Context: an optimization exercise on an open-source flow, tuned for small area, a short achievable clock period and few clock cycles. The choices shown serve that exercise and are no tape-out recipe. Function was not checked in any run shown here: the RTL went through the layout flow alone. Power and IR drop assume default switching activity.

### flow/run.sh
#!/bin/bash
# synth_recipe.tcl (not shown) runs the flow's synth.tcl, then flattens the netlist and writes it again
# the make line also repeats each setting of config.mk as NAME=value (left out here)
make -C /OpenROAD-flow-scripts/flow DESIGN_CONFIG=/design/flow/config.mk WORK_HOME=/design/flow/orfs CLKGATE_MAP_FILE= SYNTH_SCRIPT=/design/flow/synth_recipe.tcl finish
### flow/design.v
module atc_encode (
    input  wire        clk,
    input  wire        rst,           
    input  wire        wr_en,
    input  wire [8:0]  wr_addr,       
    input  wire [31:0] wr_data,
    input  wire        start,         
    output wire        busy,
    output reg  [31:0] result,
    output reg         err_src,       
    output reg  [7:0]  out_len,
    output reg         src_re,
    output reg  [7:0]  src_addr,
    input  wire [7:0]  src_rdata,
    output reg         dst_we,
    output reg  [7:0]  dst_addr,
    output reg  [7:0]  dst_wdata,
    output wire        txp_req,
    input  wire        txp_rsp_valid,
    input  wire        txp_rsp_ok,
    input  wire [7:0]  txp_rsp_val,
    input  wire [31:0] txp_rsp_err
);
    localparam [7:0]  TX_PWR_AUTO = 8'h80;
    localparam [31:0] R_OK      = 32'h0000_0000;
    localparam [31:0] R_MSGSIZE = 32'h0000_0004;
    localparam [31:0] R_RANGE   = 32'h0000_0080;
    localparam N_U16 = 14;
    localparam N_U32 = 7;
    reg busy_r;
    assign busy = busy_r;
    wire [31:0] wd   = wr_data & {32{~rst}};
    wire        wr_g = wr_en & ~busy_r;
    function wr_at(input [8:0] a);
        wr_at = rst | (wr_g & (wr_addr == a));
    endfunction
    reg [7:0]  max_len;
    reg [17:0] fs_present;
    reg [3:0]  fs_complete;
    reg [7:0]  fs_flags, fs_txp, fs_lerole;
    reg [15:0] fs_appear, fs_advitvl;
    reg [7:0]  fs_u16_count, fs_u32_count;
    reg [7:0]  v_off [0:7];    
    reg [7:0]  v_n   [0:7];    
    reg [8:0]  pta_n;          
    reg [23:0] fs_devcls;
    reg [31:0] fs_itvl;
    reg [55:0] fs_leaddr;
    reg [15:0] u16 [0:N_U16-1];
    reg [31:0] u32 [0:N_U32-1];
    wire [10:0] pta6 = {1'b0, wd[15:8], 2'b00} + {2'b00, wd[15:8], 1'b0};
    always @(posedge clk) begin
        if (wr_at(9'h005)) max_len <= wd[7:0];
        if (wr_at(9'h040)) fs_present <= wd[17:0];
        if (wr_at(9'h041)) fs_complete <= wd[3:0];
        if (wr_at(9'h042)) begin
            fs_flags  <= wd[7:0];
            fs_txp    <= wd[15:8];
            fs_lerole <= wd[23:16];
        end
        if (wr_at(9'h043)) begin
            fs_appear  <= wd[15:0];
            fs_advitvl <= wd[31:16];
        end
        if (wr_at(9'h044)) begin
            fs_u16_count <= wd[7:0];
            fs_u32_count <= wd[15:8];
        end
        if (wr_at(9'h048)) pta_n <= pta6[10:8] != 3'd0 ? 9'h100 : {1'b0, pta6[7:0]};
        if (wr_at(9'h04D)) fs_devcls <= wd[23:0];
        if (wr_at(9'h04E)) fs_itvl <= wd;
        if (wr_at(9'h04F)) fs_leaddr[31:0] <= wd;
        if (wr_at(9'h050)) fs_leaddr[55:32] <= wd[23:0];
    end
    genvar gi;
    generate
        for (gi = 0; gi < 8; gi = gi + 1) begin : g_view
            always @(posedge clk)
                if (wr_at(9'h045 + gi)) begin
                    v_off[gi] <= wd[7:0];
                    if (gi != 3) v_n[gi] <= wd[15:8];
                end
        end
        for (gi = 0; gi < N_U16; gi = gi + 1) begin : g_u16
            always @(posedge clk)
                if (wr_at(9'h080 + gi)) u16[gi] <= wd[15:0];
        end
        for (gi = 0; gi < N_U32; gi = gi + 1) begin : g_u32
            always @(posedge clk)
                if (wr_at(9'h100 + gi)) u32[gi] <= wd;
        end
    endgenerate
    reg [7:0] f_type [0:17];
    reg [8:0] f_n    [0:17];
    reg       f_view [0:17];
    reg [7:0] f_off  [0:17];
    reg [6:0] f_base [0:17];
    integer fi;
    always @* begin
        for (fi = 0; fi < 18; fi = fi + 1) begin
            f_view[fi] = 1'b0;
            f_off[fi]  = 8'd0;
            f_base[fi] = 7'd0;
        end
        f_type[0]  = 8'h01;                          f_n[0]  = 9'd1;  f_base[0]  = 7'd64;
        f_type[1]  = fs_complete[0] ? 8'h03 : 8'h02;
        f_n[1]  = {fs_u16_count[7], fs_u16_count[6:0], 1'b0};      f_base[1]  = 7'd0;
        f_type[2]  = fs_complete[1] ? 8'h05 : 8'h04;
        f_n[2]  = {|fs_u32_count[7:6], fs_u32_count[5:0], 2'b00};  f_base[2]  = 7'd32;
        f_type[3]  = fs_complete[2] ? 8'h07 : 8'h06;
        f_n[3]  = {|v_n[0][7:4], v_n[0][3:0], 4'd0};
        f_type[4]  = fs_complete[3] ? 8'h09 : 8'h08; f_n[4]  = {1'b0, v_n[1]};
        f_type[5]  = 8'h0A;                          f_n[5]  = 9'd1;  f_base[5]  = 7'd65;
        f_type[6]  = 8'h0D;                          f_n[6]  = 9'd3;  f_base[6]  = 7'd66;
        f_type[7]  = 8'h12;                          f_n[7]  = 9'd4;  f_base[7]  = 7'd69;
        f_type[8]  = 8'h16;                          f_n[8]  = {1'b0, v_n[2]};
        f_type[9]  = 8'h17;                          f_n[9]  = pta_n;
        f_type[10] = 8'h19;                          f_n[10] = 9'd2;  f_base[10] = 7'd73;
        f_type[11] = 8'h1A;                          f_n[11] = 9'd2;  f_base[11] = 7'd75;
        f_type[12] = 8'h1B;                          f_n[12] = 9'd7;  f_base[12] = 7'd77;
        f_type[13] = 8'h1C;                          f_n[13] = 9'd1;  f_base[13] = 7'd84;
        f_type[14] = 8'h20;                          f_n[14] = {1'b0, v_n[4]};
        f_type[15] = 8'h21;                          f_n[15] = {1'b0, v_n[5]};
        f_type[16] = 8'h24;                          f_n[16] = {1'b0, v_n[6]};
        f_type[17] = 8'hFF;                          f_n[17] = {1'b0, v_n[7]};
        f_view[3]  = 1'b1; f_off[3]  = v_off[0];
        f_view[4]  = 1'b1; f_off[4]  = v_off[1];
        f_view[8]  = 1'b1; f_off[8]  = v_off[2];
        f_view[9]  = 1'b1; f_off[9]  = v_off[3];
        f_view[14] = 1'b1; f_off[14] = v_off[4];
        f_view[15] = 1'b1; f_off[15] = v_off[5];
        f_view[16] = 1'b1; f_off[16] = v_off[6];
        f_view[17] = 1'b1; f_off[17] = v_off[7];
    end
    reg  [7:0] txp_val;        
    reg  [6:0] g;              
    reg  [7:0] pbyte;
    always @* begin
        pbyte = 8'h00;
        if (!g[6]) begin
            if (!g[5]) begin
                if (g[4:1] < N_U16) pbyte = u16[g[4:1]][8*g[0] +: 8];
            end else begin
                if (g[4:2] < N_U32) pbyte = u32[g[4:2]][8*g[1:0] +: 8];
            end
        end else begin
            case (g[4:0])
                5'd0:  pbyte = fs_flags;
                5'd1:  pbyte = (fs_txp == TX_PWR_AUTO) ? txp_val : fs_txp;
                5'd2:  pbyte = fs_devcls[7:0];
                5'd3:  pbyte = fs_devcls[15:8];
                5'd4:  pbyte = fs_devcls[23:16];
                5'd5:  pbyte = fs_itvl[7:0];
                5'd6:  pbyte = fs_itvl[15:8];
                5'd7:  pbyte = fs_itvl[23:16];
                5'd8:  pbyte = fs_itvl[31:24];
                5'd9:  pbyte = fs_appear[7:0];
                5'd10: pbyte = fs_appear[15:8];
                5'd11: pbyte = fs_advitvl[7:0];
                5'd12: pbyte = fs_advitvl[15:8];
                5'd13: pbyte = fs_leaddr[7:0];
                5'd14: pbyte = fs_leaddr[15:8];
                5'd15: pbyte = fs_leaddr[23:16];
                5'd16: pbyte = fs_leaddr[31:24];
                5'd17: pbyte = fs_leaddr[39:32];
                5'd18: pbyte = fs_leaddr[47:40];
                5'd19: pbyte = fs_leaddr[55:48];
                5'd20: pbyte = fs_lerole;
                default: ;
            endcase
        end
    end
    localparam [1:0] P_LEN = 2'd0,    
                     P_TYP = 2'd1,    
                     P_PAY = 2'd2,    
                     P_TXP = 2'd3;    
    reg  [1:0]  ph;
    reg         txp_req_r;
    reg  [17:0] rem;           
    reg         stale;         
    reg  [9:0]  room;          
    reg  [7:0]  cur_n;         
    reg  [7:0]  cnt;           
    reg  [7:0]  t_cur;
    reg         view_cur;
    reg         zf;            
    reg  [7:0]  pf;            
    reg  [7:0]  rc;            
    assign txp_req = txp_req_r;
    reg         nx_valid;
    reg  [17:0] nx_oh;
    reg  [8:0]  nx_n;
    reg  [7:0]  nx_type;
    reg         nx_view;
    reg  [7:0]  nx_off;
    reg  [6:0]  nx_base;
    reg         nx_auto;
    wire [17:0] rem_eff = busy_r ? rem : fs_present;
    wire [17:0] oh      = rem_eff & ~(rem_eff - 18'd1);
    reg  [8:0]  l_n;
    reg  [7:0]  l_type, l_off;
    reg         l_view;
    reg  [6:0]  l_base;
    always @* begin
        l_n = 9'd0; l_type = 8'd0; l_off = 8'd0; l_view = 1'b0; l_base = 7'd0;
        for (fi = 0; fi < 18; fi = fi + 1) begin
            l_n    = l_n    | ({9{oh[fi]}} & f_n[fi]);
            l_type = l_type | ({8{oh[fi]}} & f_type[fi]);
            l_off  = l_off  | ({8{oh[fi]}} & f_off[fi]);
            l_view = l_view | (oh[fi] & f_view[fi]);
            l_base = l_base | ({7{oh[fi]}} & f_base[fi]);
        end
    end
    wire       fits   = !room[9] && ({1'b0, nx_n} <= room);
    wire [8:0] vend   = {1'b0, nx_off} + {1'b0, nx_n[7:0]};
    wire       in_src = !vend[8] || (vend[7:0] == 8'd0);
    wire go       = start && !busy_r;
    wire len_step = (busy_r && ph == P_LEN) || (go && !stale);
    wire txp_step = busy_r && ph == P_TXP && txp_rsp_valid;
    wire [7:0] ptr = busy_r ? out_len : 8'd0;
    wire issue_len = (len_step && nx_valid && !nx_auto && fits && (!nx_view || in_src))
                  || (txp_step && txp_rsp_ok && fits);
    wire fetch     = busy_r && (ph == P_TYP || ph == P_PAY);
    always @(posedge clk) begin
        nx_valid <= |rem_eff;
        nx_oh    <= oh;
        nx_n     <= l_n;
        nx_type  <= l_type;
        nx_view  <= l_view;
        nx_off   <= l_off;
        nx_base  <= l_base;
        nx_auto  <= oh[5] && (fs_txp == TX_PWR_AUTO);
        stale    <= rst || busy_r || (wr_g && wr_addr[8:7] == 2'b00);
        if (rst) begin
            busy_r    <= 1'b0;
            ph        <= P_LEN;
            txp_req_r <= 1'b0;
            result    <= R_OK;
            err_src   <= 1'b0;
            out_len   <= 8'd0;
            dst_we    <= 1'b0;
            dst_addr  <= 8'd0;
            dst_wdata <= 8'd0;
            src_re    <= 1'b0;
            src_addr  <= 8'd0;
            rc        <= 8'd0;
            cnt       <= 8'd0;
            cur_n     <= 8'd0;
            t_cur     <= 8'd0;
            view_cur  <= 1'b0;
            txp_val   <= 8'd0;
            g         <= 7'd0;
            zf        <= 1'b0;
            pf        <= 8'd0;
            room      <= 10'd0;
            rem       <= 18'd0;
        end else begin
            dst_we <= 1'b0;
            if (!busy_r) begin
                room <= {2'b00, max_len} - 10'd2;
                rem  <= fs_present;
            end
            if (issue_len) begin
                src_addr <= nx_off;
                src_re   <= nx_view && nx_n[7:0] != 8'd0;
                rc       <= nx_view ? nx_n[7:0] - 8'd1 : 8'd0;
            end else if (rc != 8'd0) begin
                src_addr <= src_addr + 8'd1;
                src_re   <= 1'b1;
                rc       <= rc - 8'd1;
            end else
                src_re <= 1'b0;
            if (fetch) begin
                pf <= zf ? 8'h00 : pbyte;
                g  <= g + 7'd1;
                if (!g[6] && g[4:0] == 5'd27) zf <= 1'b1;
            end
            if (go && stale) begin
                busy_r  <= 1'b1;
                ph      <= P_LEN;
                out_len <= 8'd0;
            end
            if (len_step) begin
                if (!nx_valid) begin
                    result  <= R_OK;
                    err_src <= 1'b0;
                    out_len <= ptr;
                    busy_r  <= 1'b0;
                end else if (nx_auto) begin
                    txp_req_r <= 1'b1;
                    ph        <= P_TXP;
                    out_len   <= ptr;
                    busy_r    <= 1'b1;
                end else if (!fits || (nx_view && !in_src)) begin
                    result  <= fits ? R_RANGE : R_MSGSIZE;
                    err_src <= 1'b0;
                    out_len <= ptr;
                    busy_r  <= 1'b0;
                end
            end
            if (txp_step) begin
                txp_req_r <= 1'b0;
                txp_val   <= txp_rsp_val;
                if (!txp_rsp_ok) begin
                    result  <= txp_rsp_err;
                    err_src <= 1'b1;
                    busy_r  <= 1'b0;
                    ph      <= P_LEN;
                end else if (!fits) begin
                    result  <= R_MSGSIZE;
                    err_src <= 1'b0;
                    busy_r  <= 1'b0;
                    ph      <= P_LEN;
                end
            end
            if (issue_len) begin
                busy_r    <= 1'b1;
                ph        <= P_TYP;
                dst_we    <= 1'b1;
                dst_addr  <= ptr;
                dst_wdata <= nx_n[7:0] + 8'd1;
                out_len   <= ptr + 8'd1;
                rem       <= rem_eff & ~nx_oh;
                cur_n     <= nx_n[7:0];
                cnt       <= nx_n[7:0];
                t_cur     <= nx_type;
                view_cur  <= nx_view;
                g         <= nx_base;
                zf        <= 1'b0;
            end else if (busy_r && ph == P_TYP) begin
                dst_we    <= 1'b1;
                dst_addr  <= out_len;
                dst_wdata <= t_cur;
                out_len   <= out_len + 8'd1;
                room      <= room - {2'b00, cur_n} - 10'd2;
                ph        <= (cnt == 8'd0) ? P_LEN : P_PAY;
            end else if (busy_r && ph == P_PAY) begin
                dst_we    <= 1'b1;
                dst_addr  <= out_len;
                dst_wdata <= view_cur ? src_rdata : pf;
                out_len   <= out_len + 8'd1;
                cnt       <= cnt - 8'd1;
                if (cnt == 8'd1) ph <= P_LEN;
            end
        end
    end
endmodule
### flow/config.mk
export PLATFORM = sky130hd
export DESIGN_NAME = atc_encode
export DESIGN_NICKNAME = atc_encode
export VERILOG_FILES = /design/flow/design.v
export SDC_FILE = /design/flow/constraint.sdc
export NUM_CORES = 4
export LEC_CHECK = 0
export CAP_MARGIN = 20
export CORE_MARGIN = 2
export CORE_UTILIZATION = 40
export PLACE_DENSITY = 0.6
export SLEW_MARGIN = 20
### flow/constraint.sdc
create_clock -name core_clock -period 6.0 [get_ports {clk}]
set_input_delay 1.2000 -clock core_clock [delete_from_list [all_inputs] [get_ports {clk}]]
set_output_delay 1.2000 -clock core_clock [all_outputs]
set_load 0.01 [all_outputs]
==> results.py, run 1 <==
metrics = {
    "status": {
        "status": "no timing/DRC/antenna violations",
    },
    "placement": {
        "place_congestion": 0.8770,
        "portBuffers": 163,
        "dp_hpwl_mm": 78.73,
    },
    "synth": {
        "avgSynthCellArea_um2": 13.46,
        "synth_cell_type_count": 91,
        "syn_nets": 3165,
        "synthFlopType": "edfxtp_1",
        "synthDominantCellAreaShare": 0.5865,
        "seq_area_frac_synth": 0.6880,
        "synth_area_um2": 40450,
        "synth-edff-count": 790,
        "async_reset_ff_frac": 0,
        "synth_warnings": 10,
        "synthTopCellsByArea": "edfxtp_1, dfxtp_1, nand2_1",
        "synth_top_cell_by_area": "edfxtp_1",
        "ys_ff_latch": 995,
        "netlist_instances": 3006,
    },
    "critical_path": {
        "ff2ff_setup_slack_ns": 1.91,
        "rr_endpoint": "out_len[6]$_SDFF_PP0_",
        "ff2ff_path_depth": 10,
        "path_delay_family": "simple AND/OR/NAND/NOR gates",
        "crit_fanout": 67,
        "cpMaxStageDelayCell": "or2_4",
        "required_ns": 6.57,
        "crit_cells": 10,
        "timing.rr.start": "nx_n[2]$_DFF_P_",
        "crit_chain": "ha_1 -> or2_2 -> a41o_1 -> a211o_1 -> o211a_2 -> a211oi_2 -> or2_4 -> buf_4 -> a21oi_1 -> nor4_1",
        "slowest_delay_ns": 0.76,
        "setup.worst_path.start_class": "flop",
        "worstSetupEndpointType": "flop",
        "critPathBufInv": 1,
        "crit_type": "reg2reg",
        "critPathArrivalTime_ns": 4.67,
    },
    "routing": {
        "drc_errors": 0,
        "wirelength_mm": 126.3,
        "met3_length_mm": 11.59,
        "via_per_inst": 5.972,
        "first_pass_iters": 5,
        "first_iter_violations": 2997,
        "antenna_left": 0,
        "routedWlPerCell_um": 27.57,
        "vias": 27360,
        "met1Wirelength_mm": 53.31,
        "top_layer_used": "met5",
        "wl_met2_mm": 57.19,
    },
    "clocking": {
        "clockBufferDepth": 3,
        "cts_buffers": 103,
        "clockRootBuffer": "clkbuf_16",
        "htreeDepth": 3,
        "holdBufCountCts": 0,
        "cts.sinks": 995,
        "cts_tree": "yes",
        "post_cts_buffers": 0,
        "clk_latency_ns": 0.67,
        "clk_pin_slew_ns": 0.06,
        "cts_resized": 0,
    },
    "sta": {
        "rsz0062_at_grt": "false",
        "finClkSkew_ns": 0.02019,
        "finalMaxSlewViolations": 0,
        "setup_viol": 0,
        "fmax_mhz": 244.2,
        "slew_headroom": 0.2562,
        "report.final.hold_viol_count": 0,
        "worstMarginPinSlew_ns": 1.112,
        "period_needed_ns": 4.095,
        "tns_ns": 0,
        "timing.final.crit_share": 0.6824,
    },
    "power_and_ir_drop": {
        "power_density_nw_per_um2": 423.3,
        "vdd_drop_max_v": 0.0002770,
        "power.total_mw": 20.05,
        "p_leak_nw": 16.21,
    },
    "finish": {
        "syn_to_final_growth_pct": 17.09,
        "drive_gt1_frac": 0.1109,
        "fin_nets": 3356,
        "nFillCells": 8799,
    },
    "die": {
        "core.rowCount": 116,
        "dieWidth_um": 322.0,
        "core_area_um2": 100100,
        "die_h_um": 322.0,
        "top_level_ports": 164,
        "initial_core_util": 0.4039,
        "die-area_um2": 103700,
    },
    "global_route": {
        "gr-total-overflow": 0,
        "antenna_found_initial": 7,
        "grt_pass1_vias": 26200,
        "grt_max_degree": 68,
        "grt_usage": 0.2396,
        "grt_pass1_wl_mm": 182.4,
    },
    "min_path": {
        "hold_path_depth": 1,
        "hold_class": "reg2reg",
        "hold_end": "rem[15]$_SDFF_PP0_",
        "hp-start": "nx_oh[15]$_DFF_P_",
    },
    "run": {
        "maxCapViolCount": 0,
    },
}
worst max path at each step:
stage                          startpoint                      to  slack [ns]
after global routing      nx_n[2]$_DFF_P_     cnt[1]$_SDFFE_PP0P_        1.64
after CTS                 nx_n[2]$_DFF_P_   out_len[6]$_SDFF_PP0_        1.89
after floorplan                wr_addr[8]    fs_itvl[0]$_DFFE_PP_        1.22
after detailed placement       wr_data[9]  pta_n[1]$_SDFFCE_PP0P_        1.34
final                     nx_n[2]$_DFF_P_   out_len[6]$_SDFF_PP0_        1.91
after global placement         wr_data[9]  pta_n[1]$_SDFFCE_PP0P_        1.37
cells in the mapped netlist, drive strengths merged, types with 28 or more instances:
| master | instances |
|---|---|
| edfxtp | 790 |
| nand2 | 269 |
| dfxtp | 205 |
| nor2 | 183 |
| a21oi | 154 |
| o21ai | 120 |
| clkbuf | 105 |
| a22oi | 77 |
| buf | 72 |
| a22o | 69 |
| nand3 | 67 |
| inv | 65 |
| mux2i | 65 |
| a211oi | 62 |
| ha | 61 |
| a221oi | 52 |
| nor2b | 47 |
| nor3 | 47 |
| o211ai | 37 |
| xor2 | 31 |
| nand2b | 29 |
| a31oi | 28 |
cells in the final DEF, fill, tap and decap left out, types with 77 or more instances in the layout:
master	Yosys	routed
edfxtp_1	790	790
nand2_1	269	262
dfxtp_1	205	200
nor2_1	181	179
clkdlybuf4s50_1	0	162
a21oi_1	154	154
o21ai_0	119	110
clkbuf_16	0	104
buf_4	8	97
a22oi_1	77	77
final cells by class:
cell class                 count  area, um^2  area share
antenna                        1       2.502  0.00005284
clock buffer                 129        2756     0.05820
timing repair buffer         263        2421     0.05112
sequential                   995       27840      0.5879
multi-input combinational   1766       11850      0.2501
tap                         1298        1624     0.03429
inverter                      68       255.2    0.005390
clock inverter                62       611.8     0.01292
layer usage:
metal | global-route usage | up-vias
met5 | 0 | -
met4 | 0.08100 | 8
met3 | 0.04339 | 255
met2 | 0.3731 | 1413
met1 | 0.3379 | 13640
li1 | - | 12050
sequential cells by signal, summed over array words and instances (netlist names), 9 cells and up:
register	cells
nx_oh	15
u32	224
fs_leaddr	56
nx_n	9
fs_itvl	32
fs_appear	16
result	32
v_off	64
rem	18
room	10
fs_advitvl	16
fs_present	18
u16	224
v_n	56
fs_devcls	24
cell families after synthesis:
group / count (synthesis) / share of synthesized area
buffers and inverters: 245 / 0.02586
AND/OR/NAND/NOR: 754 / 0.08835
XOR/XNOR: 56 / 0.01213
flip-flops: 995 / 0.6880
adder cells (fa/ha/maj): 64 / 0.02035
multiplexers: 91 / 0.02397
AO/OA/AOI/OAI: 801 / 0.1414
power breakdown:
group / switching [mW] / leakage (nW) / internal [mW]
sequential: 0.526 / 9.29 / 8.20
clock: 2.72 / 1.62 / 3.69
combinational: 3.21 / 5.30 / 1.71
total: 6.45 / 16.2 / 13.6
per-stage QoR:
step	area, um^2	worst slack [ns]	util	std cells	hold WS, ns
2_1_floorplan	40450	1.220	-	3006	0.3932
3_3_place_gp	43960	1.366	0.4389	4389	0.3952
6_report	47360	1.905	0.4729	4582	0.4046
5_1_grt	47360	1.643	0.4729	4581	0.4210
3_5_place_dp	43960	1.345	0.4390	4389	0.3992
4_1_cts	47330	1.893	0.4726	4580	0.3960
==> inputs of run 2 (changes only) <==
--- a/flow/config.mk
+++ b/flow/config.mk
@@ -9,4 +9,5 @@
 export CORE_MARGIN = 2
 export CORE_UTILIZATION = 40
 export PLACE_DENSITY = 0.6
+export SETUP_SLACK_MARGIN = 3.6
 export SLEW_MARGIN = 20
==> run 2 against run 1 <==
  * Still clean on timing, DRC and antenna
  * Critical path depth increased by 2
  * Synthesized area is the same
  * Die area stayed put
  * Total power is 17% higher
  * Largest cell class unchanged
  * Highest routed layer unchanged
==> results.py, run 2 <==
metrics = {
    "status": {
        "status": "no timing/DRC/antenna violations",
    },
    "synth": {
        "synth_cell_type_count": 91,
        "seq_area_frac_synth": 0.6880,
        "synth-edff-count": 790,
        "syn_nets": 3165,
        "synth_area_um2": 40450,
        "synthFlopType": "edfxtp_1",
        "synthDominantCellAreaShare": 0.5865,
        "ys_ff_latch": 995,
        "synth_most_common_cell": "edfxtp_1",
        "synth_warnings": 10,
        "synth_top_cell_by_area": "edfxtp_1",
        "synthTopCellsByArea": "edfxtp_1, dfxtp_1, nand2_1",
        "netlist_instances": 3006,
        "async_reset_ff_frac": 0,
        "avgSynthCellArea_um2": 13.46,
        "synth_common_cells": "edfxtp_1, nand2_1, dfxtp_1, nor2_1, a21oi_1",
    },
    "global_route": {
        "antenna_found_initial": 12,
        "gr-total-overflow": 0,
        "grt_max_degree": 76,
        "grt_pass1_wl_mm": 211.3,
        "grt_usage": 0.2819,
        "grt_pass1_vias": 29520,
    },
    "finish": {
        "antennaDiodeCount": 0,
        "syn_to_final_growth_pct": 35.48,
        "drive_gt1_frac": 0.3358,
        "multi_input_area_um2": 14780,
        "layout_commonest_cell": "edfxtp_1",
        "final_cell_mix": "edfxtp_1, buf_4, nand2_1",
        "top_regs": "u16: 224 flops, u32: 224 flops, v_off: 64 flops",
        "nFillCells": 7783,
        "final-instance-count-excl-fill": 4937,
        "seq_area_um2": 27960,
        "fin_nets": 3716,
    },
    "clocking": {
        "clockBufferDepth": 3,
        "cts.sinks": 995,
        "clk_latency_ns": 0.69,
        "cts_buffers": 101,
        "htreeDepth": 3,
        "cts_tree": "yes",
        "clk_pin_slew_ns": 0.07,
        "clockRootBuffer": "clkbuf_16",
    },
    "routing": {
        "first_iter_violations": 4086,
        "vias": 30880,
        "routedWlPerCell_um": 31.09,
        "via_per_inst": 6.255,
        "first_pass_iters": 7,
        "antenna_left": 0,
        "wirelength_mm": 153.5,
        "drc_errors": 0,
    },
    "placement": {
        "dp_hpwl_mm": 80.52,
        "post-place-ws_ns": 1.379,
        "portBuffers": 163,
        "dp_cells": 4375,
        "place_congestion": 0.8857,
    },
    "critical_path": {
        "critPathBufInv": 2,
        "path_delay_family": "compound AO/OA/AOI/OAI gates",
        "crit_fanout": 11,
        "ff2ff_setup_slack_ns": 2.94,
        "worstSetupEndpointType": "flop",
        "critPathArrivalTime_ns": 3.63,
        "crit_chain": "ha_4 -> fa_2 -> a21o_1 -> a221oi_4 -> xnor2_2 -> nor2_4 -> a211oi_4 -> or2_4 -> buf_12 -> buf_16 -> nor2_1 -> a211oi_1",
        "crit_type": "reg2reg",
        "slowest_delay_ns": 0.37,
        "cpMaxStageDelayCell": "dfxtp_4",
        "setup.worst_path.start_class": "flop",
        "required_ns": 6.58,
    },
    "power_and_ir_drop": {
        "power.total_mw": 23.41,
        "vdd_drop_max_v": 0.0002851,
        "power_density_nw_per_um2": 427.3,
        "p_leak_nw": 19.51,
    },
    "min_path": {
        "hold_class": "reg2reg",
    },
    "sta": {
        "rsz0062_at_grt": "true",
        "layout_setup_ws_ns": 2.944,
        "finalMaxSlewViolations": 0,
        "slew_headroom": 0.2699,
        "timing.hold.ws_ns": 0.4297,
        "finClkSkew_ns": 0.03004,
        "tns_ns": 0,
        "fmax_mhz": 327.2,
        "period_needed_ns": 3.056,
        "report.final.hold_viol_count": 0,
        "setup_viol": 0,
        "worstMarginPinSlew_ns": 1.090,
        "timing.final.crit_share": 0.5093,
    },
    "die": {
        "top_level_ports": 164,
        "initial_core_util": 0.4039,
        "dieWidth_um": 322.0,
        "die_h_um": 322.0,
        "core.rowCount": 116,
        "core_area_um2": 100100,
        "die-area_um2": 103700,
    },
    "run": {
        "maxCapViolCount": 0,
    },
}
run 2: layout make-up:
| cell class | instances | share of cell area |
|---|---|---|
| repair inverters | 3 | 0.0008905 |
| clock buffers | 123 | 0.04818 |
| multi-input cells | 1793 | 0.2698 |
| clock inverters | 62 | 0.01308 |
| repair buffers | 595 | 0.1224 |
| well taps | 1298 | 0.02964 |
| inverters | 68 | 0.005799 |
| flip-flops and latches | 995 | 0.5103 |
run 2: kinds of logic after synthesis:
group                    synth area share
buffers and inverters             0.02586
flip-flops                         0.6880
adder cells (fa/ha/maj)           0.02035
multiplexers                      0.02397
AO/OA/AOI/OAI                      0.1414
XOR/XNOR                          0.01213
AND/OR/NAND/NOR                   0.08835
run 2: worst paths after layout:
| kind | from | endpoint | cells past startpoint |
|---|---|---|---|
| setup / recovery | nx_n[0]$_DFF_P_ | src_addr[1]$_SDFFE_PP0P_ | 12 |
| hold / removal | nx_oh[4]$_DFF_P_ | rem[4]$_SDFF_PP0_ | 1 |
| setup reg to reg | nx_n[0]$_DFF_P_ | src_addr[1]$_SDFFE_PP0P_ | 12 |
| hold reg to reg | nx_oh[4]$_DFF_P_ | rem[4]$_SDFF_PP0_ | 1 |
run 2: metal layers:
| metal | vias to the layer above | track usage | wire length [um] |
|---|---|---|---|
| li1 | 12840 | - | - |
| met1 | 15400 | 0.3711 | 57020 |
| met2 | 2155 | 0.4380 | 69670 |
| met3 | 473 | 0.06571 | 18660 |
| met4 | 14 | 0.1400 | 8057 |
| met5 | - | 0 | 98 |
run 2: worst reg2reg max path, cell delays in order, from the launching register on:
cell	delay (ns)
dfxtp_4	0.37
ha_4	0.17
fa_2	0.36
a21o_1	0.21
a221oi_4	0.32
xnor2_2	0.17
nor2_4	0.09
a211oi_4	0.37
or2_4	0.34
buf_12	0.15
buf_16	0.13
nor2_1	0.04
a211oi_1	0.23
run 2: timing repair:
| item | in CTS | in global routing |
|---|---|---|
| buffers inserted | 238 | 67 |
| gates cloned | 52 | 19 |
| pin swaps | 150 | 144 |
| endpoints found under the setup margin | 1143 | 877 |
| hold buffers | 0 | 0 |
| resized for setup | 863 | 220 |
run 2: where the power goes:
group	leakage, nW	total [mW]	internal [mW]	switching (mW)
sequential	9.32	8.65	8.22	0.427
combinational	8.56	8.30	3.57	4.73
clock	1.63	6.46	3.70	2.76
total	19.5	23.4	15.5	7.92
run 2: through the flow:
stage / area, um^2 / utilization
2_1_floorplan: 41600 / -
3_3_place_gp: 44480 / 0.4442
3_5_place_dp: 44520 / 0.4446
4_1_cts: 53070 / 0.5300
5_1_grt: 54800 / 0.5472
6_report: 54800 / 0.5472
==> inputs of run 3 (changes only) <==
--- a/flow/config.mk
+++ b/flow/config.mk
@@ -9,5 +9,5 @@
 export CORE_MARGIN = 2
 export CORE_UTILIZATION = 40
 export PLACE_DENSITY = 0.6
-export SETUP_SLACK_MARGIN = 3.6
+export SETUP_SLACK_MARGIN = 3.0
 export SLEW_MARGIN = 20
==> run 3 against run 2 <==
  * Still clean on timing, DRC and antenna
  * Sequential cell count did not move
  * Total power down 6.0%
  * Synthesized area unchanged
  * Synthesized cell count unchanged
  * Non-clock buffer count shrank 188
  * Highest routed layer unchanged
==> results.py, run 3 <==
metrics = {
    "status": {
        "status": "no timing/DRC/antenna violations",
    },
    "finish": {
        "drive_gt1_frac": 0.2120,
        "layout_commonest_cell": "edfxtp_1",
        "final-instance-count-excl-fill": 4735,
        "final_cell_mix": "edfxtp_1, nand2_1, dfxtp_1",
        "top_regs": "u16: 224 flops, u32: 224 flops, v_off: 64 flops",
        "syn_to_final_growth_pct": 25.69,
        "nFillCells": 8431,
        "seq_area_um2": 27870,
        "multi_input_area_um2": 13220,
        "fin_nets": 3510,
    },
    "die": {
        "core_area_um2": 100100,
        "die_h_um": 322.0,
        "core.rowCount": 116,
        "dieWidth_um": 322.0,
        "die-area_um2": 103700,
        "top_level_ports": 164,
        "initial_core_util": 0.4039,
    },
    "sta": {
        "tns_ns": 0,
        "setup_viol": 0,
        "finClkSkew_ns": 0.04144,
        "slew_headroom": 0.1639,
        "finalMaxSlewViolations": 0,
        "period_needed_ns": 3.096,
        "timing.final.crit_share": 0.5160,
        "fmax_mhz": 323.0,
        "worstMarginPinSlew_ns": 1.249,
        "report.final.hold_viol_count": 0,
        "rsz0062_at_grt": "true",
    },
    "synth": {
        "netlist_instances": 3006,
        "ys_ff_latch": 995,
        "synth-edff-count": 790,
        "synthDominantCellAreaShare": 0.5865,
        "synth_area_um2": 40450,
        "async_reset_ff_frac": 0,
        "synth_warnings": 10,
        "synth_top_cell_by_area": "edfxtp_1",
        "synthTopCellsByArea": "edfxtp_1, dfxtp_1, nand2_1",
        "seq_area_frac_synth": 0.6880,
        "synthFlopType": "edfxtp_1",
        "avgSynthCellArea_um2": 13.46,
        "synth_common_cells": "edfxtp_1, nand2_1, dfxtp_1, nor2_1, a21oi_1",
        "syn_nets": 3165,
        "synth_most_common_cell": "edfxtp_1",
        "synth_cell_type_count": 91,
    },
    "clocking": {
        "clk_pin_slew_ns": 0.06,
        "cts.sinks": 995,
        "cts_buffers": 102,
        "clockRootBuffer": "clkbuf_16",
        "clockBufferDepth": 3,
        "cts_tree": "yes",
        "htreeDepth": 3,
        "holdBufCountCts": 0,
        "clk_latency_ns": 0.69,
    },
    "placement": {
        "place_congestion": 0.8351,
        "portBuffers": 163,
        "dp_cells": 4380,
        "dp_hpwl_mm": 77.58,
    },
    "routing": {
        "routedWlPerCell_um": 28.79,
        "drc_errors": 0,
        "wirelength_mm": 136.3,
        "first_pass_iters": 8,
        "antenna_left": 0,
        "vias": 28860,
        "via_per_inst": 6.095,
        "first_iter_violations": 3644,
    },
    "global_route": {
        "gr-total-overflow": 0,
        "antenna_found_initial": 15,
        "grt_max_degree": 66,
        "grt_usage": 0.2519,
        "grt_pass1_wl_mm": 190.8,
        "grt_pass1_vias": 27190,
    },
    "critical_path": {
        "required_ns": 6.57,
        "worstSetupEndpointType": "flop",
        "crit_fanout": 5,
        "critPathArrivalTime_ns": 3.67,
        "crit_type": "reg2reg",
        "setup.worst_path.start_class": "flop",
    },
    "power_and_ir_drop": {
        "power.total_mw": 22.00,
        "p_leak_nw": 17.55,
        "vdd_drop_max_v": 0.0002261,
        "power_density_nw_per_um2": 432.8,
    },
    "run": {
        "maxCapViolCount": 0,
    },
    "min_path": {
        "hold_class": "reg2reg",
    },
}
==> run 3: cell counts after synthesis <==
Identical to the previous run, type by type.
==> run 3: cell families (layout without fill, tap and decap cells) <==
family	after synthesis	in the layout	share of synthesized area
flops	995	995	0.6880
xor+xnor	56	56	0.01213
compound gates	801	802	0.1414
buf+inv	245	664	0.02586
other cells	0	3	0
fa+ha+maj	64	64	0.02035
mux	91	91	0.02397
simple gates	754	762	0.08835
==> run 3: what timing repair did <==
action,CTS,global route
endpoints found under the setup margin,970,577
resized for setup,174,218
hold endpoints to repair,0,0
setup buffers,78,53
pin swaps,31,84
cloned,18,15
==> run 3: layout make-up <==
type,instances,area share
inverters,68,0.005882
clock inverters,58,0.009968
flip-flops and latches,995,0.5482
diodes,3,0.0001477
repair inverters,2,0.0005414
clock buffers,129,0.05505
multi-input cells,1775,0.2599
repair buffers,407,0.08833
well taps,1298,0.03195
==> run 3: report_power, final <==
group / leakage (nW) / switching [mW] / internal (mW)
combinational: 6.64 / 4.16 / 2.87
sequential: 9.30 / 0.450 / 8.20
clock: 1.62 / 2.71 / 3.60
==> run 3: routing by layer <==
metal / part of all wire / track usage
met5: 0.00075 / 0
met4: 0.036 / 0.08629
met3: 0.10 / 0.05093
met2: 0.46 / 0.3987
met1: 0.40 / 0.3459
==> run 3: worst max-delay path: stages (launching register included) <==
cell and delay (ns):
dfxtp_4 0.38, ha_4 0.14, fa_2 0.44, or4_4 0.56, nor4_4 0.15, o211a_4 0.25, a211oi_4 0.10, or2_4 0.32
buf_6 0.16, clkbuf_16 0.16, buf_12 0.13, a311oi_1 0.21
==> run 3: worst paths after layout <==
check	startpoint	slack, ns	cells after the start	endpoint
min reg2reg	nx_oh[7]$_DFF_P_	0.40	1	rem[7]$_SDFF_PP0_
max reg2reg	nx_n[0]$_DFF_P_	2.90	11	src_addr[6]$_SDFFE_PP0P_
max	nx_n[0]$_DFF_P_	2.90	11	src_addr[6]$_SDFFE_PP0P_
min	nx_oh[7]$_DFF_P_	0.40	1	rem[7]$_SDFF_PP0_
==> run 3: metrics by stage <==
| stage | hold WS [ns] | utilization | worst slack (ns) | area, um^2 |
|---|---|---|---|---|
| 6_report | 0.3980 | 0.5076 | 2.904 | 50840 |
| 3_5_place_dp | 0.3996 | 0.4397 | 1.120 | 44040 |
| 3_3_place_gp | 0.3949 | 0.4396 | 1.099 | 44030 |
| 5_1_grt | 0.4165 | 0.5076 | 2.814 | 50830 |
| 4_1_cts | 0.3981 | 0.4910 | 2.924 | 49170 |
| 2_1_floorplan | 0.3932 | - | 2.078 | 40720 |
==> inputs of run 4 (changes only) <==
--- a/flow/design.v
+++ b/flow/design.v
@@ -175,11 +175,11 @@
                      P_PAY = 2'd2,    
                      P_TXP = 2'd3;    
     reg  [1:0]  ph;
+    reg         hold;          
     reg         txp_req_r;
     reg  [17:0] rem;           
-    reg         stale;         
+    reg         stale_a, stale_b;
     reg  [9:0]  room;          
-    reg  [7:0]  cur_n;         
     reg  [7:0]  cnt;           
     reg  [7:0]  t_cur;
     reg         view_cur;
@@ -188,15 +188,19 @@
     reg  [7:0]  rc;            
     assign txp_req = txp_req_r;
     reg         nx_valid;
-    reg  [17:0] nx_oh;
     reg  [8:0]  nx_n;
     reg  [7:0]  nx_type;
     reg         nx_view;
     reg  [7:0]  nx_off;
     reg  [6:0]  nx_base;
     reg         nx_auto;
-    wire [17:0] rem_eff = busy_r ? rem : fs_present;
-    wire [17:0] oh      = rem_eff & ~(rem_eff - 18'd1);
+    reg         nx_fit;        
+    reg         nx_in;         
+    wire        stale    = stale_a || stale_b;
+    wire        go       = start && !busy_r;
+    wire        fast     = go && !stale;
+    wire [17:0] src      = (busy_r || fast) ? rem : fs_present;
+    wire [17:0] oh       = src & ~(src - 18'd1);
     reg  [8:0]  l_n;
     reg  [7:0]  l_type, l_off;
     reg         l_view;
@@ -211,29 +215,33 @@
             l_base = l_base | ({7{oh[fi]}} & f_base[fi]);
         end
     end
-    wire       fits   = !room[9] && ({1'b0, nx_n} <= room);
-    wire [8:0] vend   = {1'b0, nx_off} + {1'b0, nx_n[7:0]};
-    wire       in_src = !vend[8] || (vend[7:0] == 8'd0);
-    wire go       = start && !busy_r;
-    wire len_step = (busy_r && ph == P_LEN) || (go && !stale);
-    wire txp_step = busy_r && ph == P_TXP && txp_rsp_valid;
-    wire [7:0] ptr = busy_r ? out_len : 8'd0;
-    wire issue_len = (len_step && nx_valid && !nx_auto && fits && (!nx_view || in_src))
-                  || (txp_step && txp_rsp_ok && fits);
+    wire [8:0] vend     = {1'b0, nx_off} + {1'b0, nx_n[7:0]};
+    wire       len_step = (busy_r && ph == P_LEN && !hold) || fast;
+    wire       txp_step = busy_r && ph == P_TXP && txp_rsp_valid;
+    wire [7:0] ptr      = busy_r ? out_len : 8'd0;
+    wire issue_len = (len_step && nx_valid && !nx_auto && nx_fit && nx_in)
+                  || (txp_step && txp_rsp_ok && nx_fit);
+    wire nx_upd    = (!busy_r && !fast) || issue_len;
     wire fetch     = busy_r && (ph == P_TYP || ph == P_PAY);
     always @(posedge clk) begin
-        nx_valid <= |rem_eff;
-        nx_oh    <= oh;
-        nx_n     <= l_n;
-        nx_type  <= l_type;
-        nx_view  <= l_view;
-        nx_off   <= l_off;
-        nx_base  <= l_base;
-        nx_auto  <= oh[5] && (fs_txp == TX_PWR_AUTO);
-        stale    <= rst || busy_r || (wr_g && wr_addr[8:7] == 2'b00);
+        stale_a <= rst || busy_r || (wr_g && wr_addr[8:7] == 2'b00);
+        stale_b <= stale_a;
+        if (nx_upd) begin
+            nx_valid <= |src;
+            nx_n     <= l_n;
+            nx_type  <= l_type;
+            nx_view  <= l_view;
+            nx_off   <= l_off;
+            nx_base  <= l_base;
+            nx_auto  <= oh[5] && (fs_txp == TX_PWR_AUTO);
+            rem      <= src & ~oh;
+        end
+        nx_fit <= !room[9] && ({1'b0, nx_n} <= room);
+        nx_in  <= !nx_view || !vend[8] || (vend[7:0] == 8'd0);
         if (rst) begin
             busy_r    <= 1'b0;
             ph        <= P_LEN;
+            hold      <= 1'b0;
             txp_req_r <= 1'b0;
             result    <= R_OK;
             err_src   <= 1'b0;
@@ -245,7 +253,6 @@
             src_addr  <= 8'd0;
             rc        <= 8'd0;
             cnt       <= 8'd0;
-            cur_n     <= 8'd0;
             t_cur     <= 8'd0;
             view_cur  <= 1'b0;
             txp_val   <= 8'd0;
@@ -253,13 +260,10 @@
             zf        <= 1'b0;
             pf        <= 8'd0;
             room      <= 10'd0;
-            rem       <= 18'd0;
         end else begin
             dst_we <= 1'b0;
-            if (!busy_r) begin
-                room <= {2'b00, max_len} - 10'd2;
-                rem  <= fs_present;
-            end
+            hold   <= 1'b0;
+            if (!busy_r) room <= {2'b00, max_len} - 10'd2;
             if (issue_len) begin
                 src_addr <= nx_off;
                 src_re   <= nx_view && nx_n[7:0] != 8'd0;
@@ -278,6 +282,7 @@
             if (go && stale) begin
                 busy_r  <= 1'b1;
                 ph      <= P_LEN;
+                hold    <= 1'b1;
                 out_len <= 8'd0;
             end
             if (len_step) begin
@@ -291,8 +296,8 @@
                     ph        <= P_TXP;
                     out_len   <= ptr;
                     busy_r    <= 1'b1;
-                end else if (!fits || (nx_view && !in_src)) begin
-                    result  <= fits ? R_RANGE : R_MSGSIZE;
+                end else if (!nx_fit || !nx_in) begin
+                    result  <= nx_fit ? R_RANGE : R_MSGSIZE;
                     err_src <= 1'b0;
                     out_len <= ptr;
                     busy_r  <= 1'b0;
@@ -306,7 +311,7 @@
                     err_src <= 1'b1;
                     busy_r  <= 1'b0;
                     ph      <= P_LEN;
-                end else if (!fits) begin
+                end else if (!nx_fit) begin
                     result  <= R_MSGSIZE;
                     err_src <= 1'b0;
                     busy_r  <= 1'b0;
@@ -320,8 +325,7 @@
                 dst_addr  <= ptr;
                 dst_wdata <= nx_n[7:0] + 8'd1;
                 out_len   <= ptr + 8'd1;
-                rem       <= rem_eff & ~nx_oh;
-                cur_n     <= nx_n[7:0];
+                room      <= room - {2'b00, nx_n[7:0]} - 10'd2;
                 cnt       <= nx_n[7:0];
                 t_cur     <= nx_type;
                 view_cur  <= nx_view;
@@ -332,7 +336,6 @@
                 dst_addr  <= out_len;
                 dst_wdata <= t_cur;
                 out_len   <= out_len + 8'd1;
-                room      <= room - {2'b00, cur_n} - 10'd2;
                 ph        <= (cnt == 8'd0) ? P_LEN : P_PAY;
             end else if (busy_r && ph == P_PAY) begin
                 dst_we    <= 1'b1;
--- a/flow/config.mk
+++ b/flow/config.mk
@@ -9,5 +9,6 @@
 export CORE_MARGIN = 2
 export CORE_UTILIZATION = 40
 export PLACE_DENSITY = 0.6
-export SETUP_SLACK_MARGIN = 3.0
+export SETUP_SLACK_MARGIN = 3.4
 export SLEW_MARGIN = 20
+export TNS_END_PERCENT = 100
==> run 4 against run 3 <==
  * Critical path depth grew 2
  * Sequential share of layout area fell by 3.0 points
  * Design area grew 6.2%
  * Register-to-register slack improved by 0.29 ns
  * Worst setup slack worse by 0.15 ns
  * First-iteration DRC count up 11%
  * Highest routed layer unchanged
  * Fmax down 4.6%
  * Combinational power is 16% higher
==> results.py, run 4 <==
metrics = {
    "synth": {
        "async_reset_ff_frac": 0,
        "synth_common_cells": "edfxtp_1, nand2_1, nor2_1, a21oi_1, o21ai_0",
        "synth_area_um2": 40930,
        "synthDominantCellAreaShare": 0.6170,
        "avgSynthCellArea_um2": 13.31,
        "synth_fa_ha_area_frac": 0.02067,
        "synth_warnings": 10,
        "synth_top_cell_by_area": "edfxtp_1",
        "ys_ff_latch": 975,
        "synth_top_family_by_area": "compound AO/OA/AOI/OAI gates",
        "synthFlopType": "edfxtp_1",
        "synth_compound_area_frac": 0.1420,
        "synth-edff-count": 841,
        "syn_nets": 3233,
        "synth_most_common_cell": "edfxtp_1",
        "synthTopCellsByArea": "edfxtp_1, dfxtp_1, a22oi_1",
        "seq_area_frac_synth": 0.6826,
        "synth.mux.area_fraction": 0.02131,
        "netlist_instances": 3074,
        "synth_cell_type_count": 88,
        "synth_simple_gate_area_share": 0.09553,
        "synthXorXnorAreaFrac": 0.01091,
    },
    "critical_path": {
        "ff2ff_path_depth": 13,
        "crit_fanout": 7,
        "setup.worst_path.start_class": "input port",
        "critPathArrivalTime_ns": 3.64,
        "worstSetupEndpointType": "flop",
        "required_ns": 6.40,
        "crit_type": "in2reg",
    },
    "routing": {
        "routedWlPerCell_um": 29.44,
        "met3_length_mm": 16.33,
        "met1Wirelength_mm": 56.77,
        "top_layer_used": "met5",
        "via_per_inst": 6.129,
        "first_iter_violations": 4058,
        "first_pass_iters": 8,
        "wl_met2_mm": 67.91,
        "vias": 30790,
        "antenna_left": 0,
        "drc_errors": 0,
        "wirelength_mm": 147.9,
    },
    "clocking": {
        "clockRootBuffer": "clkbuf_16",
        "clockBufferDepth": 3,
        "cts.sinks": 975,
        "holdBufCountCts": 0,
        "clk_pin_slew_ns": 0.07,
        "cts_buffers": 100,
        "clk_latency_ns": 0.68,
        "cts_tree": "yes",
        "htreeDepth": 3,
    },
    "placement": {
        "portBuffers": 163,
        "place_congestion": 0.8463,
        "dp_hpwl_mm": 80.46,
    },
    "finish": {
        "nFillCells": 8299,
        "top_regs": "u16: 224 flops, u32: 224 flops, v_off: 64 flops",
        "fin_nets": 3737,
        "final_cell_mix": "edfxtp_1, buf_4, nand2_1",
        "syn_to_final_growth_pct": 31.92,
        "layout_commonest_cell": "edfxtp_1",
        "drive_gt1_frac": 0.2736,
    },
    "sta": {
        "finClkSkew_ns": 0.04728,
        "period_needed_ns": 3.243,
        "timing.final.crit_share": 0.5406,
        "setup_viol": 0,
        "slew_headroom": 0.2320,
        "worstMarginPinSlew_ns": 1.150,
        "fmax_mhz": 308.3,
        "report.final.hold_viol_count": 0,
        "finalMaxSlewViolations": 0,
        "rsz0062_at_grt": "true",
        "tns_ns": 0,
    },
    "power_and_ir_drop": {
        "power_density_nw_per_um2": 427.9,
        "p_leak_nw": 18.89,
        "power.total_mw": 23.10,
        "vdd_drop_max_v": 0.0002963,
    },
    "die": {
        "die_h_um": 323.9,
        "top_level_ports": 164,
        "core_area_um2": 101600,
        "core.rowCount": 117,
        "die-area_um2": 104900,
        "initial_core_util": 0.4029,
        "dieWidth_um": 323.9,
    },
    "global_route": {
        "gr-total-overflow": 0,
        "antenna_found_initial": 6,
        "grt_pass1_vias": 28830,
        "grt_pass1_wl_mm": 204.4,
        "grt_max_degree": 66,
        "grt_usage": 0.2696,
    },
    "min_path": {
        "hold_path_depth": 0,
        "hold_class": "reg2reg",
    },
    "status": {
        "status": "no timing/DRC/antenna violations",
    },
    "run": {
        "maxCapViolCount": 0,
    },
}
run 4: cell types whose count changed in the layout (fill, tap and decap cells not counted), sizes merged, moves of 31 or more:
cell and change:
a22o -46, a22oi +54, buf +186, clkdlybuf4s50 -73
dfxtp -71, dlygate4sd2 +67, edfxtp +51, nand2 -37
nor2 +32, o21ai +31
run 4: power breakdown:
| part | switching, mW | internal [mW] | leakage (nW) |
|---|---|---|---|
| clock network | 2.71 | 3.38 | 1.52 |
| logic | 4.81 | 3.37 | 8.12 |
| registers | 0.545 | 8.28 | 9.26 |
run 4: timing repair:
| action | 4_1_cts | 5_1_grt |
|---|---|---|
| resized for setup | 408 | 212 |
| endpoints found under the hold margin | 0 | 0 |
| pin swaps | 73 | 115 |
| gates cloned | 25 | 10 |
| setup endpoints to repair | 1114 | 591 |
| buffers inserted | 187 | 117 |
run 4: critical path, stage by stage:
cell and delay, ns:
buf_16 0.13, nor2b_4 0.28, ha_4 0.20, inv_2 0.04, fa_2 0.35, nor2b_4 0.14, o21ai_2 0.08, buf_4 0.14
a21boi_2 0.21, o21ai_2 0.11, a2111oi_4 0.36, a41oi_4 0.11, or2_4 0.27
run 4: path summary, 6_finish.rpt:
path	start	to	slack, ns
max	rst	pta_n[8]$_DFFE_PP_	2.76
min	stale_a$_DFF_P_	stale_b$_DFF_P_	0.44
max reg2reg	g[3]$_SDFFE_PP0P_	pf[1]$_SDFFE_PP0P_	3.19
min reg2reg	stale_a$_DFF_P_	stale_b$_DFF_P_	0.44
run 4: layout make-up:
cell class,count,area [um^2],area share
clock inverters,58,523.0,0.009686
diodes,1,2.502,0.00004634
well taps,1368,1712,0.03170
flip-flops and latches,975,27990,0.5184
clock buffers,121,2623,0.04857
multi-input cells,1842,14430,0.2672
inverters,71,306.5,0.005677
repair buffers,588,6414,0.1188
run 4: cell families after synthesis:
kind of cell | Yosys count
AND/OR/NAND/NOR | 795
AO/OA/AOI/OAI | 840
XOR/XNOR | 51
adder cells (fa/ha/maj) | 64
buffers and inverters | 266
multiplexers | 83
flip-flops | 975
run 4: routing by layer:
layer  vias up  global-route usage
met5         -                   0
met4         6              0.1085
met3       399             0.06050
met2      2012              0.4284
met1     15340              0.3587
li1      13040                   -
run 4: metrics by stage:
step	hold slack, ns	setup slack (ns)	cells	utilization	area [um^2]
after global routing	0.4404	2.716	5023	0.5315	53990
after detailed placement	0.4362	1.288	4505	0.4456	45270
after floorplan	0.3903	2.010	3074	-	42170
after CTS	0.4464	2.874	4896	0.5112	51930
after global placement	0.4388	1.302	4503	0.4452	45230
final	0.4379	2.757	5024	0.5315	54000
==> inputs of run 5 (changes only) <==
--- a/flow/config.mk
+++ b/flow/config.mk
@@ -11,4 +11,4 @@
 export PLACE_DENSITY = 0.6
 export SETUP_SLACK_MARGIN = 3.4
 export SLEW_MARGIN = 20
-export TNS_END_PERCENT = 100
+export TNS_END_PERCENT = 5
==> run 5 against run 4 <==
  * Total power is 6.7% lower
  * Synthesized cell count unchanged
  * Fmax is 7.6% higher
  * Global-route usage fell by 1.1 points
  * Wire length decreased by 6.0%
  * Cell count down 3.4%
  * Non-clock buffer count down 182
  * Critical path type unchanged
==> results.py, run 5 <==
metrics = {
    "status": {
        "status": "no timing/DRC/antenna violations",
    },
    "critical_path": {
        "setup.worst_path.start_class": "input port",
        "critPathArrivalTime_ns": 3.46,
        "crit_fanout": 6,
        "crit_type": "in2reg",
        "worstSetupEndpointType": "flop",
        "required_ns": 6.44,
    },
    "placement": {
        "dp_hpwl_mm": 80.35,
        "place_congestion": 0.8816,
        "portBuffers": 163,
    },
    "sta": {
        "setup_viol": 0,
        "report.final.hold_viol_count": 0,
        "finClkSkew_ns": 0.03251,
        "slew_headroom": 0.1991,
        "worstMarginPinSlew_ns": 1.199,
        "finalMaxSlewViolations": 0,
        "fmax_mhz": 331.6,
        "period_needed_ns": 3.015,
        "tns_ns": 0,
        "rsz0062_at_grt": "true",
        "timing.final.crit_share": 0.5026,
    },
    "routing": {
        "drc_errors": 0,
        "first_iter_violations": 3943,
        "via_per_inst": 6.055,
        "routedWlPerCell_um": 28.64,
        "antenna_left": 0,
        "first_pass_iters": 6,
        "wirelength_mm": 139.0,
        "vias": 29380,
    },
    "clocking": {
        "htreeDepth": 3,
        "clk_pin_slew_ns": 0.06,
        "clockRootBuffer": "clkbuf_16",
        "cts_buffers": 102,
        "clockBufferDepth": 3,
        "clk_latency_ns": 0.70,
        "cts_tree": "yes",
        "cts.sinks": 975,
    },
    "synth": {
        "synth_warnings": 10,
        "synth_common_cells": "edfxtp_1, nand2_1, nor2_1, a21oi_1, o21ai_0",
        "syn_nets": 3233,
        "synth-edff-count": 841,
        "synthXorXnorAreaFrac": 0.01091,
        "synth_area_um2": 40930,
        "netlist_instances": 3074,
        "async_reset_ff_frac": 0,
        "ys_ff_latch": 975,
        "synth_top_cell_by_area": "edfxtp_1",
        "synth.mux.area_fraction": 0.02131,
        "avgSynthCellArea_um2": 13.31,
        "synth_fa_ha_area_frac": 0.02067,
        "synthFlopType": "edfxtp_1",
        "synth_cell_type_count": 88,
        "synth_compound_area_frac": 0.1420,
        "synth_simple_gate_area_share": 0.09553,
        "synth_most_common_cell": "edfxtp_1",
        "synthDominantCellAreaShare": 0.6170,
        "seq_area_frac_synth": 0.6826,
        "synth_top_family_by_area": "compound AO/OA/AOI/OAI gates",
        "synthTopCellsByArea": "edfxtp_1, dfxtp_1, a22oi_1",
    },
    "min_path": {
        "hold_class": "reg2reg",
    },
    "die": {
        "die_h_um": 323.9,
        "top_level_ports": 164,
        "core.rowCount": 117,
        "die-area_um2": 104900,
        "initial_core_util": 0.4029,
        "dieWidth_um": 323.9,
        "core_area_um2": 101600,
    },
    "finish": {
        "top_regs": "u16: 224 flops, u32: 224 flops, v_off: 64 flops",
        "drive_gt1_frac": 0.1828,
        "layout_commonest_cell": "edfxtp_1",
        "syn_to_final_growth_pct": 23.55,
        "fin_nets": 3554,
        "nFillCells": 8759,
        "final_cell_mix": "edfxtp_1, nor2_1, nand2_1",
    },
    "power_and_ir_drop": {
        "vdd_drop_max_v": 0.0002520,
        "power.total_mw": 21.55,
        "p_switching_mw": 7.267,
        "p_seq_frac": 0.409,
        "p_clk_frac": 0.290,
        "sw_frac_of_total": 0.3372,
        "intPower_mw": 14.29,
        "p_leak_nw": 17.21,
        "combinationalPowerShare": 0.301,
        "power_density_nw_per_um2": 426.2,
    },
    "global_route": {
        "grt_pass1_vias": 27630,
        "antenna_found_initial": 14,
        "grt_pass1_wl_mm": 196.3,
        "grt_max_degree": 77,
        "gr-total-overflow": 0,
        "grt_usage": 0.2589,
    },
    "run": {
        "maxCapViolCount": 0,
    },
}
[run 5: cell counts after synthesis]
No cell type changed its count.
[run 5: power by group through the flow]
stage	clock network (mW)	logic (mW)	registers [mW]
floorplan	0	3.47	8.71
global placement	0	5.30	9.00
detailed placement	0	5.33	9.01
CTS	6.31	6.16	8.80
global route	6.55	6.87	8.89
finish	6.25	6.49	8.81
[run 5: stage by stage]
step	hold WS, ns	std cells	setup WS [ns]	util	instance area, um^2
after global placement	0.4236	4516	1.239	0.4397	44670
final	0.4370	4852	2.985	0.4978	50570
after detailed placement	0.4293	4516	1.278	0.4397	44670
after global routing	0.4602	4849	2.881	0.4977	50560
after floorplan	0.3903	3074	1.994	-	41100
after CTS	0.4387	4825	2.924	0.4929	50070
[run 5: metal layers]
metal | routed length (um) | track usage
met1 | 55770 | 0.3658
met2 | 61800 | 0.3972
met3 | 15850 | 0.04870
met4 | 5506 | 0.09733
met5 | 48 | 0
[run 5: timing repair]
action | 4_1_cts | 5_1_grt
endpoints found under the setup margin | 1351 | 1181
hold buffers | 0 | 0
resized for setup | 240 | 68
pin swaps | 37 | 22
gates cloned | 16 | 2
buffers inserted | 105 | 20
[run 5: critical path, cell delays in order]
cell and delay, ns:
buf_16 0.13, clkinv_8 0.07, nand2_8 0.05, clkinvlp_4 0.10, buf_12 0.11, ha_4 0.13
inv_2 0.04, fa_2 0.33, nor2b_2 0.15, o21ai_2 0.11, a21boi_4 0.18, o21ai_4 0.09
a2111oi_4 0.36, a41oi_4 0.11, or2_4 0.29
[run 5: cells by family (layout without fill, tap and decap cells)]
logic type                 count (synthesis)  in the layout
DFF                                      975            975
AOI/OAI and AO/OA                        840            842
and+or+nand+nor                          795            799
buffers and inverters                    266            665
muxes                                     83             83
adders and majority gates                 64             64
xor gates and xnor gates                  51             51
other                                      0              5
[run 5: layout make-up]
type | count | area (um^2) | area share
timing repair buffer | 406 | 4174 | 0.08254
antenna | 5 | 12.51 | 0.0002474
multi-input combinational | 1839 | 13120 | 0.2595
tap | 1368 | 1712 | 0.03385
clock inverter | 48 | 475.5 | 0.009402
inverter | 71 | 299.0 | 0.005913
sequential | 975 | 27970 | 0.5530
clock buffer | 140 | 2808 | 0.05552
[run 5: path summary, 6_finish.rpt]
kind	from	end	slack, ns	cells after the start
setup / recovery	rst	pta_n[8]$_DFFE_PP_	2.98	15
hold / removal	stale_a$_DFF_P_	stale_b$_DFF_P_	0.44	0
setup reg to reg	g[0]$_SDFFE_PP0P_	pf[0]$_SDFFE_PP0P_	3.06	12
hold reg to reg	stale_a$_DFF_P_	stale_b$_DFF_P_	0.44	0

[afterwards: timing with drivers on the ports]
The flow's constraints put no driver on any port. The routed layouts listed below were extracted and timed again, unchanged, in two steps. Step 1 assumes that a clkbuf_16 drives the clock port and a buf_2 every other input. Step 2, shift: input delay + t, output delay - t, t = (earliest + latest rising clock arrival at the registers) / 2. This alone moves slack from input paths to output paths. Slacks: ideal / step 1 / step 2; pairs: ideal / step 1.
run	t, ns	setup WS [ns]	hold slack, ns	clock arrival spread, ns
run 1	0.732	1.905 / 1.905 / 1.307	0.405 / 0.405 / 0.405	0.028 / 0.028
run 2	0.749	2.944 / 2.944 / 2.281	0.430 / 0.430 / 0.430	0.044 / 0.044
run 3	0.737	2.904 / 2.865 / 2.128	0.398 / 0.398 / 0.398	0.048 / 0.048
run 4	0.737	2.757 / 2.731 / 1.994	0.438 / 0.438 / 0.438	0.062 / 0.062
run 5	0.750	2.985 / 2.764 / 2.014	0.437 / 0.437 / 0.437	0.037 / 0.037
After both steps every run listed still meets setup and hold. For run 5, which loses most, drivers alone change the setup slack by -0.221 ns; drivers and shift together by -0.971 ns.
